This design comes from an exercise in tuning for small area on the open sky130 flow, not from production work. The RTL was checked by simulation tests, not by an equivalence proof against the original design. Power and IR drop assume default switching activity.

<file path="flow/config.mk">
export PLATFORM = sky130hd
export DESIGN_NAME = ftservo_codec
export DESIGN_NICKNAME = ftservo_codec
export VERILOG_FILES = /design/flow/design.v
export SDC_FILE = /design/flow/constraint.sdc
export NUM_CORES = 4
export LEC_CHECK = 0
export ABC_AREA = 1
export CAP_MARGIN = 20
export CORE_AREA = 5 5 125 125
export DIE_AREA = 0 0 130 130
export PLACE_DENSITY = 0.75
export SLEW_MARGIN = 20
</file>
<file path="flow/constraint.sdc">
create_clock -name core_clock -period 10.0 [get_ports {clk}]
set_input_delay 2.0000 -clock core_clock [delete_from_list [all_inputs] [get_ports {clk}]]
set_output_delay 2.0000 -clock core_clock [all_outputs]
set_load 0.01 [all_outputs]
</file>
<file path="flow/design.v">
module ftservo_tx_framer (
    input  wire       clk,
    input  wire       rst,
    input  wire       tx_start,
    input  wire [7:0] tx_id,
    input  wire [7:0] tx_instr,
    input  wire [7:0] tx_k,
    output wire       tx_busy,
    input  wire       tx_pvalid,
    input  wire [7:0] tx_pdata,
    output wire       tx_pready,
    output reg        tx_ovalid,
    output reg  [7:0] tx_odata,
    input  wire       tx_oready,
    output wire       tx_done,
    output wire       tx_err
);
    localparam [3:0] S_IDLE  = 4'b0000,
                     S_DONE  = 4'b0010,
                     S_DERR  = 4'b0011,
                     S_HDR0  = 4'b1000,
                     S_HDR1  = 4'b1001,
                     S_ID    = 4'b1010,
                     S_CSUM  = 4'b1011,
                     S_LEN   = 4'b1100,
                     S_INSTR = 4'b1101,
                     S_PARAM = 4'b1110;
    reg [3:0] st;
    reg [7:0] acc;       
    reg [7:0] instr_q;
    reg [7:0] cnt;       
    assign tx_busy   = st[3];
    assign tx_done   = ~st[3] & st[1];
    assign tx_err    = st[0];
    assign tx_pready = (st == S_PARAM) & tx_oready;
    always @(*) begin
        tx_ovalid = st[3];
        case (st)
            S_ID:    tx_odata = acc;
            S_LEN:   tx_odata = cnt;
            S_INSTR: tx_odata = instr_q;
            S_PARAM: begin tx_ovalid = tx_pvalid; tx_odata = tx_pdata; end
            S_CSUM:  tx_odata = ~acc;
            default: tx_odata = 8'hFF;
        endcase
    end
    wire fire = tx_ovalid & tx_oready;
    wire take = ~st[3] & tx_start;
    wire too_long = tx_k > 8'd244;
    wire       add = fire & (st == S_LEN || st == S_INSTR || st == S_PARAM);
    wire [7:0] addend = tx_odata & {8{add}};
    reg  [8:0] acy;
    reg  [7:0] acc_sum;
    integer i;
    always @(*) begin
        acy[0] = 1'b0;
        for (i = 0; i < 8; i = i + 1) begin
            acc_sum[i] = acc[i] ^ addend[i] ^ acy[i];
            acy[i+1]   = (acc[i] & addend[i]) | (acy[i] & (acc[i] ^ addend[i]));
        end
    end
    wire       inc = fire & (st == S_HDR0 || st == S_HDR1 || st == S_PARAM);
    wire       inv = fire & (st == S_LEN);
    reg  [7:0] ccy;
    integer j;
    always @(*) begin
        ccy[0] = inc;
        for (j = 1; j < 8; j = j + 1)
            ccy[j] = ccy[j-1] & cnt[j-1];
    end
    wire [7:0] cnt_step = cnt ^ (ccy | {8{inv}});
    always @(posedge clk) begin
        acc <= take ? tx_id : acc_sum;
        cnt <= take ? tx_k : cnt_step;
        if (take)
            instr_q <= tx_instr;
    end
    always @(posedge clk) begin
        if (rst) begin
            st <= S_IDLE;
        end else if (~st[3]) begin
            if (tx_start)
                st <= too_long ? S_DERR : S_HDR0;
            else
                st <= S_IDLE;
        end else if (fire) begin
            case (st)
                S_HDR0:  st <= S_HDR1;
                S_HDR1:  st <= S_ID;
                S_ID:    st <= S_LEN;
                S_LEN:   st <= S_INSTR;
                S_INSTR: st <= (cnt == 8'd253) ? S_CSUM : S_PARAM;
                S_PARAM: st <= (cnt == 8'd252) ? S_CSUM : S_PARAM;
                default: st <= S_DONE;
            endcase
        end
    end
endmodule
module ftservo_rx_receiver (
    input  wire       clk,
    input  wire       rst,
    input  wire       rx_start,
    input  wire [7:0] rx_xid,
    input  wire       rx_any,
    input  wire       rx_bvalid,
    input  wire [7:0] rx_bdata,
    input  wire       rx_timeout,
    input  wire       rx_rderr,
    output wire       rx_active,
    output reg        rx_pvalid,
    output reg  [7:0] rx_pdata,
    output wire       rx_done,
    output wire [3:0] rx_result,
    output wire [7:0] rx_pkt_id,
    output wire [7:0] rx_pkt_err,
    output wire [7:0] rx_pkt_count
);
    localparam [3:0] SC_IDLE  = 4'b0000,
                     SC_OK    = 4'b0100,
                     SC_FAIL  = 4'b0101,
                     SC_TOUT  = 4'b0110,
                     SC_CORR  = 4'b0111,
                     SC_EMPTY = 4'b1000,    
                     SC_FF1   = 4'b1001,    
                     SC_FF2   = 4'b1010,    
                     SC_ID    = 4'b1100,    
                     SC_ERR   = 4'b1101,    
                     SC_BODY1 = 4'b1110,    
                     SC_BODY  = 4'b1111;    
    reg [3:0] sc;
    reg [7:0] x_q;       
    reg       any_q;
    reg [7:0] err_q;
    reg [7:0] cnt_q;     
    reg [7:0] rem;       
    reg [7:0] sum;       
    assign rx_active    = sc[3];
    assign rx_done      = ~sc[3] & sc[2];
    assign rx_result    = {1'b0, sc[1] | sc[0], sc[1], sc[1] & sc[0]};
    assign rx_pkt_id    = x_q;
    assign rx_pkt_err   = err_q;
    assign rx_pkt_count = cnt_q;
    wire       is_ff   = (rx_bdata == 8'hFF);
    wire       id_ok   = any_q | (rx_bdata == x_q);
    wire       len_bad = (rx_bdata < 8'd2) | (rx_bdata > 8'd246);
    wire       last    = (rem == 8'd1);
    wire       body    = (sc == SC_BODY1) | (sc == SC_BODY);
    wire       take    = ~sc[3] & rx_start;
    wire       byte_in = sc[3] & rx_bvalid & ~rx_timeout & ~rx_rderr;
    wire [7:0] addend = rx_bdata & {8{byte_in}};
    reg  [8:0] scy;
    reg  [7:0] sum_b;
    integer i;
    always @(*) begin
        scy[0] = 1'b0;
        for (i = 0; i < 8; i = i + 1) begin
            sum_b[i] = sum[i] ^ addend[i] ^ scy[i];
            scy[i+1] = (sum[i] & addend[i]) | (scy[i] & (sum[i] ^ addend[i]));
        end
    end
    wire clr = byte_in & (sc == SC_EMPTY || sc == SC_FF1 || (sc == SC_FF2 && !id_ok));
    wire       dec = byte_in & (sc == SC_ERR || body);
    reg  [7:0] rbw;
    integer j;
    always @(*) begin
        rbw[0] = dec;
        for (j = 1; j < 8; j = j + 1)
            rbw[j] = rbw[j-1] & ~rem[j-1];
    end
    wire [7:0] rem_dec = rem ^ rbw;
    always @(posedge clk) begin
        rx_pdata <= rx_bdata;
        sum      <= clr ? 8'h00 : sum_b;
        rem      <= (byte_in && sc == SC_ID) ? rx_bdata : rem_dec;
    end
    always @(posedge clk) begin
        if (take) begin
            x_q   <= rx_xid;
            any_q <= rx_any;
        end else if (byte_in && sc == SC_FF2 && id_ok) begin
            x_q   <= rx_bdata;
        end
    end
    always @(posedge clk) begin
        if (byte_in && sc == SC_BODY1)
            cnt_q <= rem_dec;
        if (byte_in && sc == SC_ERR)
            err_q <= rx_bdata;
    end
    always @(posedge clk) begin
        if (rst) begin
            sc        <= SC_IDLE;
            rx_pvalid <= 1'b0;
        end else begin
            rx_pvalid <= byte_in && body && !last;
            if (!sc[3]) begin
                sc <= rx_start ? SC_EMPTY : SC_IDLE;
            end else if (rx_timeout) begin
                sc <= SC_TOUT;
            end else if (rx_rderr) begin
                sc <= SC_FAIL;
            end else if (rx_bvalid) begin
                case (sc)
                    SC_EMPTY: sc <= is_ff ? SC_FF1 : SC_EMPTY;
                    SC_FF1:   sc <= is_ff ? SC_FF2 : SC_EMPTY;
                    SC_FF2:   sc <= id_ok ? SC_ID : (is_ff ? SC_FF2 : SC_EMPTY);
                    SC_ID:    sc <= len_bad ? SC_CORR : SC_ERR;
                    SC_ERR:   sc <= SC_BODY1;
                    default:  sc <= !last ? SC_BODY : (sum_b == 8'hFF) ? SC_OK : SC_CORR;
                endcase
            end
        end
    end
endmodule
module ftservo_word_unit (
    input  wire        clk,
    input  wire        rst,
    input  wire        w_valid,
    input  wire [2:0]  w_op,
    input  wire [7:0]  w_a,
    input  wire [7:0]  w_b,
    input  wire [7:0]  w_c,
    input  wire [31:0] w_opa,
    output reg         w_done,
    output reg  [31:0] w_result
);
    wire        e = w_c[0];
    wire [3:0]  s = w_b[3:0];
    wire [15:0] v16 = w_opa[15:0];
    wire [15:0] sbit = 16'd1 << s;
    wire op_make = (w_op == 3'd0);
    wire op_lo   = (w_op == 3'd1);
    wire op_hi   = (w_op == 3'd2);
    wire to_host = (w_op == 3'd3);
    wire to_dev  = (w_op == 3'd4);
    wire sign_op = to_host | to_dev;
    wire neg_d   = to_dev & w_opa[31];
    wire neg     = (to_host & |(v16 & sbit)) | neg_d;
    wire sel_lo = (op_lo & ~e) | (op_hi & e);
    wire sel_hi = (op_lo & e) | (op_hi & ~e);
    wire [31:0] y = {w_opa[31:16] & {16{to_dev}}, v16[15:8] & {8{sign_op}} & ~(sbit[15:8] & {8{to_host}}), v16[7:0] & {8{sign_op | sel_lo}} & ~(sbit[7:0] & {8{to_host}})};
    reg [31:0] flip;
    integer i;
    always @(*) begin
        flip[0] = 1'b0;
        for (i = 1; i < 32; i = i + 1)
            flip[i] = flip[i-1] | (neg & y[i-1]);
    end
    wire [7:0] byte0 = ({8{op_make & ~e}} & w_a) | ({8{op_make & e}} & w_b)
                     | ({8{sel_hi}} & v16[15:8]);
    wire [7:0] byte1 = ({8{op_make & ~e}} & w_b) | ({8{op_make & e}} & w_a);
    wire [31:0] result_d = (y ^ flip) | {16'h0000, sbit & {16{neg_d}}} | {16'h0000, byte1, byte0};
    always @(posedge clk) begin
        if (rst)
            w_done <= 1'b0;
        else
            w_done <= w_valid;
        w_result <= result_d;
    end
endmodule
module ftservo_codec (
    input  wire        clk,
    input  wire        rst,
    input  wire        tx_start,
    input  wire [7:0]  tx_id,
    input  wire [7:0]  tx_instr,
    input  wire [7:0]  tx_k,
    output wire        tx_busy,
    input  wire        tx_pvalid,
    input  wire [7:0]  tx_pdata,
    output wire        tx_pready,
    output wire        tx_ovalid,
    output wire [7:0]  tx_odata,
    input  wire        tx_oready,
    output wire        tx_done,
    output wire        tx_err,
    input  wire        rx_start,
    input  wire [7:0]  rx_xid,
    input  wire        rx_any,
    input  wire        rx_bvalid,
    input  wire [7:0]  rx_bdata,
    input  wire        rx_timeout,
    input  wire        rx_rderr,
    output wire        rx_active,
    output wire        rx_pvalid,
    output wire [7:0]  rx_pdata,
    output wire        rx_done,
    output wire [3:0]  rx_result,
    output wire [7:0]  rx_pkt_id,
    output wire [7:0]  rx_pkt_err,
    output wire [7:0]  rx_pkt_count,
    input  wire        w_valid,
    input  wire [2:0]  w_op,
    input  wire [7:0]  w_a,
    input  wire [7:0]  w_b,
    input  wire [7:0]  w_c,
    input  wire [31:0] w_opa,
    output wire        w_done,
    output wire [31:0] w_result
);
    ftservo_tx_framer u_tx (
        .clk(clk), .rst(rst),
        .tx_start(tx_start), .tx_id(tx_id), .tx_instr(tx_instr), .tx_k(tx_k),
        .tx_busy(tx_busy),
        .tx_pvalid(tx_pvalid), .tx_pdata(tx_pdata), .tx_pready(tx_pready),
        .tx_ovalid(tx_ovalid), .tx_odata(tx_odata), .tx_oready(tx_oready),
        .tx_done(tx_done), .tx_err(tx_err)
    );
    ftservo_rx_receiver u_rx (
        .clk(clk), .rst(rst),
        .rx_start(rx_start), .rx_xid(rx_xid), .rx_any(rx_any),
        .rx_bvalid(rx_bvalid), .rx_bdata(rx_bdata),
        .rx_timeout(rx_timeout), .rx_rderr(rx_rderr),
        .rx_active(rx_active), .rx_pvalid(rx_pvalid), .rx_pdata(rx_pdata),
        .rx_done(rx_done), .rx_result(rx_result),
        .rx_pkt_id(rx_pkt_id), .rx_pkt_err(rx_pkt_err), .rx_pkt_count(rx_pkt_count)
    );
    ftservo_word_unit u_word (
        .clk(clk), .rst(rst),
        .w_valid(w_valid), .w_op(w_op), .w_a(w_a), .w_b(w_b), .w_c(w_c), .w_opa(w_opa),
        .w_done(w_done), .w_result(w_result)
    );
endmodule
</file>
<file path="flow/flow/run.sh">
#!/bin/bash
# Own layout flow: the standard layout (standard.sh) with three changes:
#  - synthesis maps the logic with an area-oriented ABC script
#    (flow/abc_area.script: deep AIG resynthesis, then area mapping; used
#    through ABC_AREA=1 from a copy of the
#    ORFS scripts folder; everything else in synthesis is unchanged);
#  - the port buffers are the smallest buffer cell;
#  - the clock tree is built from small clock buffers without dummy loads.
# Each step's full output is kept in this folder (ORFS's own per-step logs
# are under orfs/logs).
set -euo pipefail
rm -rf synth_scripts
cp -r "$FLOW_HOME/scripts" synth_scripts
cp flow/abc_area.script synth_scripts/abc_area.script
SCRIPTS_DIR="$PWD/synth_scripts" bash standard.sh synth > synth_make.log 2>&1
export BUFFER_PORTS_ARGS="-buffer_cell sky130_fd_sc_hd__buf_1"
export CTS_ARGS="-sink_clustering_enable -repair_clock_nets -dont_use_dummy_load -root_buf sky130_fd_sc_hd__clkbuf_8 -buf_list sky130_fd_sc_hd__clkbuf_4"
export RECOVER_POWER="${RECOVER_POWER:-100}"
bash standard.sh > layout_make.log 2>&1
</file>
<file path="flow/flow/abc_area.script">
strash
&get -n
&deepsyn -J 100 -T 120
&st
&dch
&nf -R 1000
&put
topo
stime -c
</file>
<file path="flow/standard.sh">
#!/bin/bash
# synth_recipe.tcl (not shown) runs the flow's synth.tcl, then flattens the netlist and writes it again
# the make line also repeats each setting of config.mk as NAME=value (left out here)
make -C /OpenROAD-flow-scripts/flow DESIGN_CONFIG=/design/flow/config.mk WORK_HOME=/design/flow/orfs CLKGATE_MAP_FILE= SYNTH_SCRIPT=/design/flow/synth_recipe.tcl "${@:-finish}"
</file>
==> results of run 1 <==
[metal layers]
metal / part of all wire / routed length [µm] / up-vias / global-route usage
li1: - / - / 2707 / -
met1: 0.40 / 6400 / 2553 / 0.227
met2: 0.48 / 7630 / 258 / 0.306
met3: 0.098 / 1560 / 23 / 0.0647
met4: 0.016 / 256 / 0 / 0.0666
met5: 0 / 0 / - / 0
[cell type report]
cell class              instances  area (µm²)
clock buffers                  17         134
fillers                      1352        7140
inverters                      35         131
multi-input cells             489        2950
flip-flops and latches        115        2630
well taps                     180         225
repair buffers                200         773
[registers in the layout (all words and copies together), names as in the netlist]
name             flops
u_tx.instr_q         8
u_word.w_result     32
u_rx.err_q           8
u_tx.st              4
u_tx.cnt             8
u_rx.sum             8
u_rx.rx_pvalid       1
u_rx.sc              4
u_rx.cnt_q           8
u_tx.acc             8
u_rx.any_q           1
u_rx.x_q             8
u_word.w_done        1
u_rx.rem             8
u_rx.rx_pdata        8
[synth_stat cells, types with 14 or more instances]
library cell    n
dfxtp_1        82
clkinv_1       35
xnor2_1        16
o21ai_0        30
xor2_1         24
edfxtp_1       33
nand2_1       118
a222oi_1       18
nand3_1        25
nor3_1         14
nor2_1         71
a21oi_1        40
[power by group through the flow]
stage	Sequential (mW)	Combinational, mW	Clock (mW)
after floorplan	0.582	0.113	0
after global placement	0.576	0.194	0
after detailed placement	0.577	0.197	0
after CTS	0.567	0.199	0.240
after global routing	0.574	0.223	0.260
final	0.567	0.198	0.227
[cell families (layout without fill, tap and decap cells)]
group,Yosys count,after routing,share of synthesized area
simple gates,284,284,0.221
fa+ha+maj,21,21,0.0616
other cells,1,1,0.000655
buf+inv,37,252,0.0256
flops,115,115,0.460
compound gates,137,137,0.158
mux,6,6,0.0118
xor+xnor,40,40,0.0612
[worst max-delay path, delay by kind of cell]
kind | cells | cell delay (ns)
buf+inv | 1 | 0.17
compound gates | 16 | 4.03
simple gates | 18 | 2.46
xor+xnor | 1 | 0.15
[worst max-delay path by stage]
| stage | start | end | slack (ns) | depth (start not counted) |
|---|---|---|---|---|
| after floorplan | w_b[1] | u_word.w_result[30] | 2.55 | 36 |
| after global placement | w_op[0] | u_word.w_result[30] | 1.28 | 36 |
| after detailed placement | w_op[0] | u_word.w_result[30] | 1.15 | 36 |
| after CTS | w_op[0] | u_word.w_result[30] | 1.60 | 36 |
| after global routing | w_op[0] | u_word.w_result[30] | 0.83 | 36 |
| final | w_op[0] | u_word.w_result[30] | 1.50 | 36 |
[metrics by stage]
stage                     cell area, µm²  utilization
after floorplan                     5720            -
after global placement              6710        0.480
after detailed placement            6710        0.480
after CTS                           6850        0.490
after global routing                6850        0.490
final                               6850        0.490
==> metrics.yaml, run 1 <==
vias_per_cell: 5.35
fin_crit_sh: 0.850
async_reset_ff_frac: 0
post_cts_resized: 0
core_area_um2: 14000
rsz0062_at_grt: "no"
cts_setup_buffers: 0
min_path_cells: 2
synth_top_area_cell: "dfxtp_1"
synthFlopType: "dfxtp_1"
fmax_mhz: 118
slowest_delay_ns: 0.45
grt_pass1_wl_um: 24800
hold_end: "u_rx.sc[1]"
critPathLaunchType: "primary input"
fin_skew_ns: 0.0409
reg2reg_to: "u_rx.sc[1]"
hold_viol_final: 0
relSlewSlack: 0.251
synth-seq-cells: 115
post-place-ws_ns: 1.15
drv_cap: 0
power.leakage_nw: 2.45
hold_ws_ns: 0.568
numCtsBuffers: 17
instances_no_fill: 1036
drc: 0
grt_pass1_vias: 5202
layout_common_cells: "buf_1, nand2_1, dfxtp_1, nor2_1, a21oi_1"
drtPass1Iterations: 7
syn_to_final_growth_pct: 19.6
avgSynthCellArea_um2: 8.93
period_minus_slack_ns: 8.50
wire_per_inst_um: 15.3
swShare: 0.296
initial_utilization: 0.409
finalWeightedCongestion: 0.902
io_pins: 203
wl_um: 15800
tightest_slew_ns: 1.12
grt_remaining_overflow: 0
ir_drop_mv: 0.0704
reg2reg_depth: 18
reg2reg_slack_ns: 4.72
pwr-share-seq: 0.572
comb_power_share: 0.199
yosys-top-cells-area: "dfxtp_1, edfxtp_1, nand2_1"
syn-cell-area_um2: 5720
powerDensity_nw_per_um2: 145
clk_path_buf_depth: 2
die_area_um2: 16900
setup_ws_ns: 1.50
grt_max_degree: 29
ctsHoldBuffers: 0
track_usage: 0.186
path_common_cell: "nand2_1"
post_route_cells_drive_above_1_share: 0.0280
antenna_cells: 0
r2r_start: "u_rx.sc[3]"
power_switching_mw: 0.294
path_max_fanout: 9
num_rows: 43
ys_types: 42
cts-htree-levels: 4
finalSetupViolCount: 0
slowest_stage: "o21ai_0"
layout_commonest_cell: "buf_1"
finalSetupTns_ns: 0
intPower_mw: 0.698
cts.clk_slew.worst_paths_ns: 0.08
clock_power_share: 0.229
cts_tree: "built"
drt_iter0_drc: 464
hp-start: "u_rx.sc[1]"
required_ns: 10.33
dp.cells: 1019
end_kind: "flip-flop"
insertion_delay_ns: 0.41
power_mw: 0.992
clock-sinks: 115
syn_inst: 641
drv_slew: 0
die_w_um: 130
ys_seq_area_frac: 0.460
synth_edf_count: 33
status: "no timing/DRC/antenna violations"
cts-root-buf: "clkbuf_8"
hold_class: "reg -> reg"
postRouteAntennaNets: 0
critPathKind: "in -> reg"
arrival_ns: 8.83
synth_fp_nets: 780
fin_nets: 997
die_h_um: 130
synth_top_area_frac: 0.287
yosys_warnings: 3
vias: 5541
dp_hpwl_um: 12200
antenna_found_initial: 0
port_buffers: 194
==> run 2, diff against run 1 <==
--- a/flow/config.mk
+++ b/flow/config.mk
@@ -9,5 +9,4 @@
 export CAP_MARGIN = 20
 export CORE_AREA = 5 5 125 125
 export DIE_AREA = 0 0 130 130
-export PLACE_DENSITY = 0.75
 export SLEW_MARGIN = 20
==> metrics.yaml, run 2 <==
routed-wl-met2_um: 7830
min_path_cells: 2
hold_class: "reg -> reg"
drv_cap: 0
regMostFlops: "u_word.w_result"
avgSynthCellArea_um2: 8.93
fin_nets: 997
slowest_delay_ns: 0.54
die_h_um: 130
finalWeightedCongestion: 0.914
initial_utilization: 0.409
hold_ws_ns: 0.525
end_kind: "flip-flop"
highest_layer: "met4"
drt_iter0_drc: 430
vias_per_cell: 5.35
post_cts_resized: 0
clk_path_buf_depth: 2
largest_reg_flops: 32
wl_um: 16400
relSlewSlack: 0.228
period_minus_slack_ns: 8.76
status: "no timing/DRC/antenna violations"
syn_to_final_growth_pct: 19.6
die_w_um: 130
track_usage: 0.194
synthFlopType: "dfxtp_1"
hp-start: "u_rx.sc[1]"
layout_common_cells: "buf_1, nand2_1, dfxtp_1, nor2_1, a21oi_1"
tightest_slew_ns: 1.15
synth-seq-cells: 115
core_area_um2: 14000
finalSetupViolCount: 0
synth_edf_count: 33
path_common_cell: "nand2_1"
syn-cell-area_um2: 5720
die_area_um2: 16900
drc: 0
ys_types: 42
insertion_delay_ns: 0.42
async_reset_ff_frac: 0
yosys.cell_count.top_type: "nand2_1"
grt_pass1_wl_um: 25900
multi_input_area_um2: 2950
filler_cell_count: 1410
drtPass1Iterations: 8
finalSetupTns_ns: 0
arrival_ns: 9.10
ctsHoldBuffers: 0
fmax_mhz: 114
antenna_cells: 0
cts-htree-levels: 4
ys_seq_area_frac: 0.460
cts_setup_buffers: 0
register_area_um2: 2630
wl_met1_um: 6870
hold_end: "u_rx.sc[1]"
clock-sinks: 115
antenna_found_initial: 0
port_buffers: 194
critPathTopFamily: "compound AO/OA/AOI/OAI gates"
post_route_cells_drive_above_1_share: 0.0280
fin_skew_ns: 0.0335
required_ns: 10.34
critPathKind: "in -> reg"
instances_no_fill: 1036
numCtsBuffers: 17
cts-root-buf: "clkbuf_8"
cts_tree: "built"
r2r_start: "u_rx.sc[3]"
num_rows: 43
slowest_stage: "o21ai_0"
dp.cells: 1019
synth_common_cells: "nand2_1, dfxtp_1, nor2_1"
postRouteAntennaNets: 0
reg2reg_to: "u_rx.sc[1]"
yosys_warnings: 3
synth_fp_nets: 780
dp_hpwl_um: 12500
vias: 5540
ir_drop_mv: 0.0623
layout_commonest_cell: "buf_1"
synth_top_area_cell: "dfxtp_1"
fin_area_um2: 6850
rsz0062_at_grt: "no"
synth_top_area_frac: 0.287
path_max_fanout: 9
drv_slew: 0
io_pins: 203
reg2reg_depth: 18
setup_ws_ns: 1.24
reg2reg_slack_ns: 4.66
cp_num_buf_inv: 2
fin_crit_sh: 0.876
dpl-instance-area_um2: 6710
grt_pass1_vias: 5377
grt_max_degree: 31
syn_inst: 641
hold_viol_final: 0
wl_met3_um: 1440
power.leakage_nw: 2.44
wire_per_inst_um: 15.9
cts.clk_slew.worst_paths_ns: 0.09
post-place-ws_ns: 1.14
critPathLaunchType: "primary input"
grt_remaining_overflow: 0
yosys-top-cells-area: "dfxtp_1, edfxtp_1, nand2_1"
powerDensity_nw_per_um2: 145
-- run 2: cell count changes in the layout (fill, tap and decap cells not counted) --
cell	delta
and3_1	-1
and3_2	+1
buf_4	-1
clkbuf_1	+1
-- run 2: power breakdown --
part,internal [mW],switching (mW)
combinational,0.0773,0.120
sequential,0.537,0.0302
clock,0.0832,0.144
total,0.697,0.295
-- run 2: per-stage QoR --
stage,utilization,power [mW]
CTS,0.490,1.01
global placement,0.480,0.770
floorplan,-,0.695
detailed placement,0.480,0.776
global route,0.489,1.06
finish,0.489,0.992
-- run 2: cell families after synthesis --
group | after synthesis | share of synthesized area
AND/OR/NAND/NOR | 284 | 0.221
AO/OA/AOI/OAI | 137 | 0.158
flip-flops | 115 | 0.460
XOR/XNOR | 40 | 0.0612
buffers and inverters | 37 | 0.0256
adder cells (fa/ha/maj) | 21 | 0.0616
multiplexers | 6 | 0.0118
other | 1 | 0.000655
-- run 2: per-layer routing --
layer / track usage / up-vias
met5: 0 / -
met4: 0.0789 / 0
met3: 0.0589 / 21
met2: 0.313 / 247
met1: 0.243 / 2568
li1: - / 2704
-- run 2: layout make-up --
class,count,area share
well taps,180,0.0329
flip-flops and latches,115,0.385
repair buffers,200,0.112
inverters,35,0.0192
multi-input cells,489,0.431
clock buffers,17,0.0196
-- run 2: worst reg2reg max path, delay by kind of cell, from the launching register on --
family,cells,cell delay (ns)
AO/OA/AOI/OAI,2,0.26
adder cells (fa/ha/maj),6,2.31
buffers and inverters,2,0.15
flip-flops,1,0.45
AND/OR/NAND/NOR,8,2.03
-- run 2: how the worst max path moves through the flow --
| stage | startpoint | endpoint | slack (ns) | depth (start not counted) |
|---|---|---|---|---|
| after detailed placement | w_op[0] | u_word.w_result[30] | 1.14 | 37 |
| after CTS | w_op[0] | u_word.w_result[31] | 1.59 | 38 |
| after floorplan | w_b[1] | u_word.w_result[30] | 2.55 | 36 |
| after global routing | w_op[0] | u_word.w_result[31] | 0.59 | 38 |
| after global placement | w_op[0] | u_word.w_result[31] | 1.23 | 38 |
| final | w_op[0] | u_word.w_result[31] | 1.24 | 38 |
==> run 3, diff against run 2 <==
--- a/flow/config.mk
+++ b/flow/config.mk
@@ -7,6 +7,6 @@
 export LEC_CHECK = 0
 export ABC_AREA = 1
 export CAP_MARGIN = 20
-export CORE_AREA = 5 5 125 125
-export DIE_AREA = 0 0 130 130
+export CORE_AREA = 5 5 105 105
+export DIE_AREA = 0 0 110 110
 export SLEW_MARGIN = 20
==> metrics.yaml, run 3 <==
finalWeightedCongestion: 0.920
power.leakage_nw: 2.44
vias_per_cell: 5.72
tightest_slew_ns: 0.982
layout_commonest_cell: "buf_1"
critPathKind: "in -> reg"
synth_edf_count: 33
syn_inst: 641
clk_path_buf_depth: 2
drtPass1Iterations: 8
arrival_ns: 8.72
drt_iter0_drc: 384
synth.mux.area_fraction: 0.0118
yosys_warnings: 3
die_area_um2: 12100
synthAdderAreaFrac: 0.0616
power_mw: 0.991
dp.cells: 972
yosys.cell_count.top_type: "nand2_1"
hold_class: "reg -> reg"
postRouteAntennaNets: 0
initial_utilization: 0.586
critPathLaunchType: "primary input"
setup_ws_ns: 1.60
grt_pass1_wl_um: 25400
synthFlopType: "dfxtp_1"
cts_setup_buffers: 0
synth_top_area_frac: 0.287
instances_no_fill: 990
avgSynthCellArea_um2: 8.93
end_kind: "flip-flop"
synth_top_area_cell: "dfxtp_1"
synth_common_cells: "nand2_1, dfxtp_1, nor2_1"
fin_crit_sh: 0.840
synth_top_family_by_area: "simple AND/OR/NAND/NOR gates"
syn-cell-area_um2: 5720
wl_um: 15700
fin_skew_ns: 0.0229
period_minus_slack_ns: 8.40
relSlewSlack: 0.344
path_common_cell: "nand2_1"
grt_max_degree: 29
antenna_found_initial: 0
dpl-instance-area_um2: 6660
port_buffers: 194
syn_to_final_growth_pct: 18.6
ys_types: 42
largest_reg_flops: 32
cts-root-buf: "clkbuf_8"
fmax_mhz: 119
slowest_delay_ns: 0.33
regMostFlops: "u_word.w_result"
fin_nets: 998
io_pins: 203
rsz0062_at_grt: "no"
slowest_stage: "o21ai_0"
cp_num_buf_inv: 2
async_reset_ff_frac: 0
num_rows: 36
die_h_um: 110
die_w_um: 110
insertion_delay_ns: 0.39
synthSimpleGateAreaFrac: 0.221
finalSetupViolCount: 0
post_route_cells_drive_above_1_share: 0.0268
synthXorXnorAreaFrac: 0.0612
drv_cap: 0
powerDensity_nw_per_um2: 146
layout_common_cells: "buf_1, nand2_1, dfxtp_1, nor2_1, a21oi_1"
hold_viol_final: 0
ctsHoldBuffers: 0
vias: 5664
post_cts_resized: 0
track_usage: 0.268
cts-htree-levels: 4
yosys-top-cells-area: "dfxtp_1, edfxtp_1, nand2_1"
grt_pass1_vias: 5543
antenna_cells: 0
grt_remaining_overflow: 0
drc: 0
synth_fp_nets: 780
synth-seq-cells: 115
cts.clk_slew.worst_paths_ns: 0.08
dp_hpwl_um: 12000
post-place-ws_ns: 1.36
core_area_um2: 9770
hold_ws_ns: 0.517
fin_area_um2: 6790
path_max_fanout: 9
ys_seq_area_frac: 0.460
numCtsBuffers: 17
critPathTopFamily: "compound AO/OA/AOI/OAI gates"
cts_tree: "built"
finalSetupTns_ns: 0
ir_drop_mv: 0.0781
status: "no timing/DRC/antenna violations"
post-route-util: 0.695
drv_slew: 0
synth_compound_area_frac: 0.158
clock-sinks: 115
required_ns: 10.32
wire_per_inst_um: 15.9
## run 3: worst paths after layout
path | startpoint | to | slack [ns] | cells past startpoint
worst max-delay path | w_op[0] | u_word.w_result[30] | 1.60 | 37
worst min-delay path | u_rx.sc[1] | u_rx.sc[1] | 0.52 | 2
worst max register to register | u_rx.sc[3] | u_rx.sc[1] | 4.78 | 18
worst min register to register | u_rx.sc[1] | u_rx.sc[1] | 0.52 | 2
## run 3: routing by layer
layer	global-route usage	share of wire	vias up	wire (µm)
li1	-	-	2720	-
met1	0.329	0.38	2593	5990
met2	0.438	0.48	306	7620
met3	0.0705	0.10	45	1630
met4	0.131	0.030	0	473
met5	0	0	-	0
## run 3: final cells by class
cell class / instances / area (µm²)
timing repair buffer: 201 / 769
fill: 847 / 2980
tap: 133 / 166
multi-input combinational: 489 / 2960
inverter: 35 / 131
clock buffer: 17 / 134
sequential: 115 / 2630
## run 3: cell families (layout without fill, tap and decap cells)
logic type               after synthesis  after routing
AO/OA/AOI/OAI                        137            137
XOR/XNOR                              40             40
adder cells (fa/ha/maj)               21             21
buffers and inverters                 37            253
flip-flops                           115            115
multiplexers                           6              6
other                                  1              1
AND/OR/NAND/NOR                      284            284
## run 3: power breakdown
group          switching, mW  internal, mW  total, mW
Sequential            0.0311         0.537      0.568
Clock                  0.140        0.0833      0.223
Combinational          0.122        0.0778      0.200
## run 3: tightest hold or removal path, cell delays in order (launching register included)
cell and delay, ns:
dfxtp_1 0.35, nand2_1 0.07, a21oi_1 0.05
==> run 4, diff against run 3 <==
--- a/flow/config.mk
+++ b/flow/config.mk
@@ -6,7 +6,7 @@
 export NUM_CORES = 4
 export LEC_CHECK = 0
 export ABC_AREA = 1
-export CAP_MARGIN = 20
-export CORE_AREA = 5 5 105 105
-export DIE_AREA = 0 0 110 110
-export SLEW_MARGIN = 20
+export CAP_MARGIN = 0
+export CORE_AREA = 5 5 125 125
+export DIE_AREA = 0 0 130 130
+export SLEW_MARGIN = 0
==> metrics.yaml, run 4 <==
grt_pass1_wl_um: 25900
ctsHoldBuffers: 0
path_max_fanout: 9
drtPass1Iterations: 8
regMostFlops: "u_word.w_result"
synth_top_area_cell: "dfxtp_1"
syn-cell-area_um2: 5720
dp.cells: 1019
register_area_um2: 2630
post_route_cells_drive_above_1_share: 0.0269
filler_cell_count: 1409
finalSetupViolCount: 0
cts-root-buf: "clkbuf_8"
finalSetupTns_ns: 0
largest_reg_flops: 32
min_path_cells: 2
clk_path_buf_depth: 2
layout_common_cells: "buf_1, nand2_1, dfxtp_1, nor2_1, a21oi_1"
antenna_found_initial: 0
tightest_slew_ns: 1.16
required_ns: 10.33
finalWeightedCongestion: 0.914
track_usage: 0.194
multi_input_area_um2: 2950
slowest_stage: "o21ai_0"
drt_iter0_drc: 441
io_pins: 203
relSlewSlack: 0.228
fin_crit_sh: 0.880
yosys_warnings: 3
grt_max_degree: 31
ys_seq_area_frac: 0.460
cts.clk_slew.worst_paths_ns: 0.09
fin_skew_ns: 0.0352
clock-sinks: 115
synth_edf_count: 33
hold_end: "u_rx.sc[1]"
dp_hpwl_um: 12500
numCtsBuffers: 17
grt_pass1_vias: 5377
drv_slew: 0
instances_no_fill: 1036
yosys-top-cells-area: "dfxtp_1, edfxtp_1, nand2_1"
critPathKind: "in -> reg"
async_reset_ff_frac: 0
fmax_mhz: 114
antenna_cells: 0
vias_per_cell: 5.35
hp-start: "u_rx.sc[1]"
reg2reg_slack_ns: 4.65
path_common_cell: "nand2_1"
die_h_um: 130
die_w_um: 130
cts_setup_buffers: 0
critPathLaunchType: "primary input"
reg2reg_to: "u_rx.sc[1]"
post_cts_resized: 0
arrival_ns: 9.13
vias: 5539
status: "no timing/DRC/antenna violations"
r2r_start: "u_rx.sc[3]"
rsz0062_at_grt: "no"
cts_tree: "built"
period_minus_slack_ns: 8.80
cts-htree-levels: 4
hold_viol_final: 0
ir_drop_mv: 0.0623
wire_per_inst_um: 15.8
initial_utilization: 0.409
num_rows: 43
synth_fp_nets: 780
synth_top_area_frac: 0.287
syn_inst: 641
die_area_um2: 16900
insertion_delay_ns: 0.42
drc: 0
synthFlopType: "dfxtp_1"
avgSynthCellArea_um2: 8.93
hold_ws_ns: 0.523
ys_types: 42
fin_nets: 997
slowest_delay_ns: 0.53
drv_cap: 0
wl_um: 16400
reg2reg_depth: 18
grt_remaining_overflow: 0
yosys.cell_count.top_type: "nand2_1"
layout_commonest_cell: "buf_1"
synth-seq-cells: 115
port_buffers: 194
power.leakage_nw: 2.45
powerDensity_nw_per_um2: 145
postRouteAntennaNets: 0
syn_to_final_growth_pct: 19.6
synth_common_cells: "nand2_1, dfxtp_1, nor2_1"
end_kind: "flip-flop"
hold_class: "reg -> reg"
core_area_um2: 14000
-- run 4: cell types whose count changed in the layout (fill, tap and decap cells not counted), sizes merged --
| cell | change |
|---|---|
| buf | +1 |
| clkbuf | -2 |
-- run 4: layout make-up --
| type | instances | share of cell area |
|---|---|---|
| sequential | 115 | 0.385 |
| multi-input combinational | 489 | 0.431 |
| timing repair buffer | 200 | 0.112 |
| clock buffer | 17 | 0.0196 |
| tap | 180 | 0.0329 |
| inverter | 35 | 0.0192 |
-- run 4: per-layer routing --
layer	up-vias	track usage	routed length [µm]
met1	2553	0.243	6830
li1	2708	-	-
met4	0	0.0789	242
met5	-	0	0
met2	262	0.313	7870
met3	16	0.0589	1470
-- run 4: where the power goes --
part           total, mW  switching, mW  leakage [nW]  internal (mW)
combinational      0.197          0.120          1.37         0.0773
clock              0.227          0.144        0.0808         0.0833
sequential         0.567         0.0303         0.989          0.537
-- run 4: stage by stage --
stage                     worst slack, ns  power, mW  utilization  instance area [µm²]
after global placement               1.23      0.770        0.480                 6710
after CTS                            1.59       1.01        0.490                 6850
after global routing                0.533       1.06        0.489                 6840
after floorplan                      2.55      0.695            -                 5720
after detailed placement             1.14      0.776        0.480                 6710
final                                1.20      0.992        0.489                 6840
-- run 4: cells by family after synthesis --
group                    after synthesis  synth area share
AND/OR/NAND/NOR                      284             0.221
XOR/XNOR                              40            0.0612
AO/OA/AOI/OAI                        137             0.158
multiplexers                           6            0.0118
adder cells (fa/ha/maj)               21            0.0616
flip-flops                           115             0.460
buffers and inverters                 37            0.0256
other                                  1          0.000655
-- run 4: critical path, delay by kind of cell --
family | cells | cell delay (ns)
buffers and inverters | 2 | 0.54
and+or+nand+nor | 19 | 2.42
AOI/OAI and AO/OA | 17 | 4.17
-- run 4: worst max-delay path by stage --
stage / start / to / slack, ns
2_1_floorplan: w_b[1] / u_word.w_result[30] / 2.55
3_3_place_gp: w_op[0] / u_word.w_result[31] / 1.23
3_5_place_dp: w_op[0] / u_word.w_result[30] / 1.14
4_1_cts: w_op[0] / u_word.w_result[31] / 1.59
5_1_grt: w_op[0] / u_word.w_result[31] / 0.53
6_report: w_op[0] / u_word.w_result[31] / 1.20

afterwards: timing with drivers on the ports:
How much do the figures lean on ideal ports? The routed layouts below were timed once more, with nothing changed but the port constraints. Step 1: set_driving_cell puts a clkbuf_16 on clk and a buf_2 on each other input, an assumption about the parent block. Step 2 adds t to the input delays and takes it off the output delays; t is the mean of the earliest and latest rising clock arrival at the registers after step 1. Input paths then give back, and output paths get back, about the clock's delay inside the block. Slacks: ideal ports / drivers / drivers and shift; pairs: ideal ports / drivers.
| run | t (ns) | setup slack, ns | hold slack, ns |
|---|---|---|---|
| run 1 | 0.428 | 1.504 / 1.515 / 1.087 | 0.568 / 0.568 / 0.568 |
| run 2 | 0.433 | 1.238 / 1.235 / 0.801 | 0.525 / 0.525 / 0.525 |
| run 3 | 0.413 | 1.596 / 1.592 / 1.179 | 0.517 / 0.517 / 0.517 |
| run 4 | 0.431 | 1.198 / 1.195 / 0.764 | 0.523 / 0.523 / 0.523 |
After both steps every run listed still meets setup and hold. The setup slack of run 2, which loses most, moves by -0.003 ns with the drivers and by -0.437 ns with both steps.
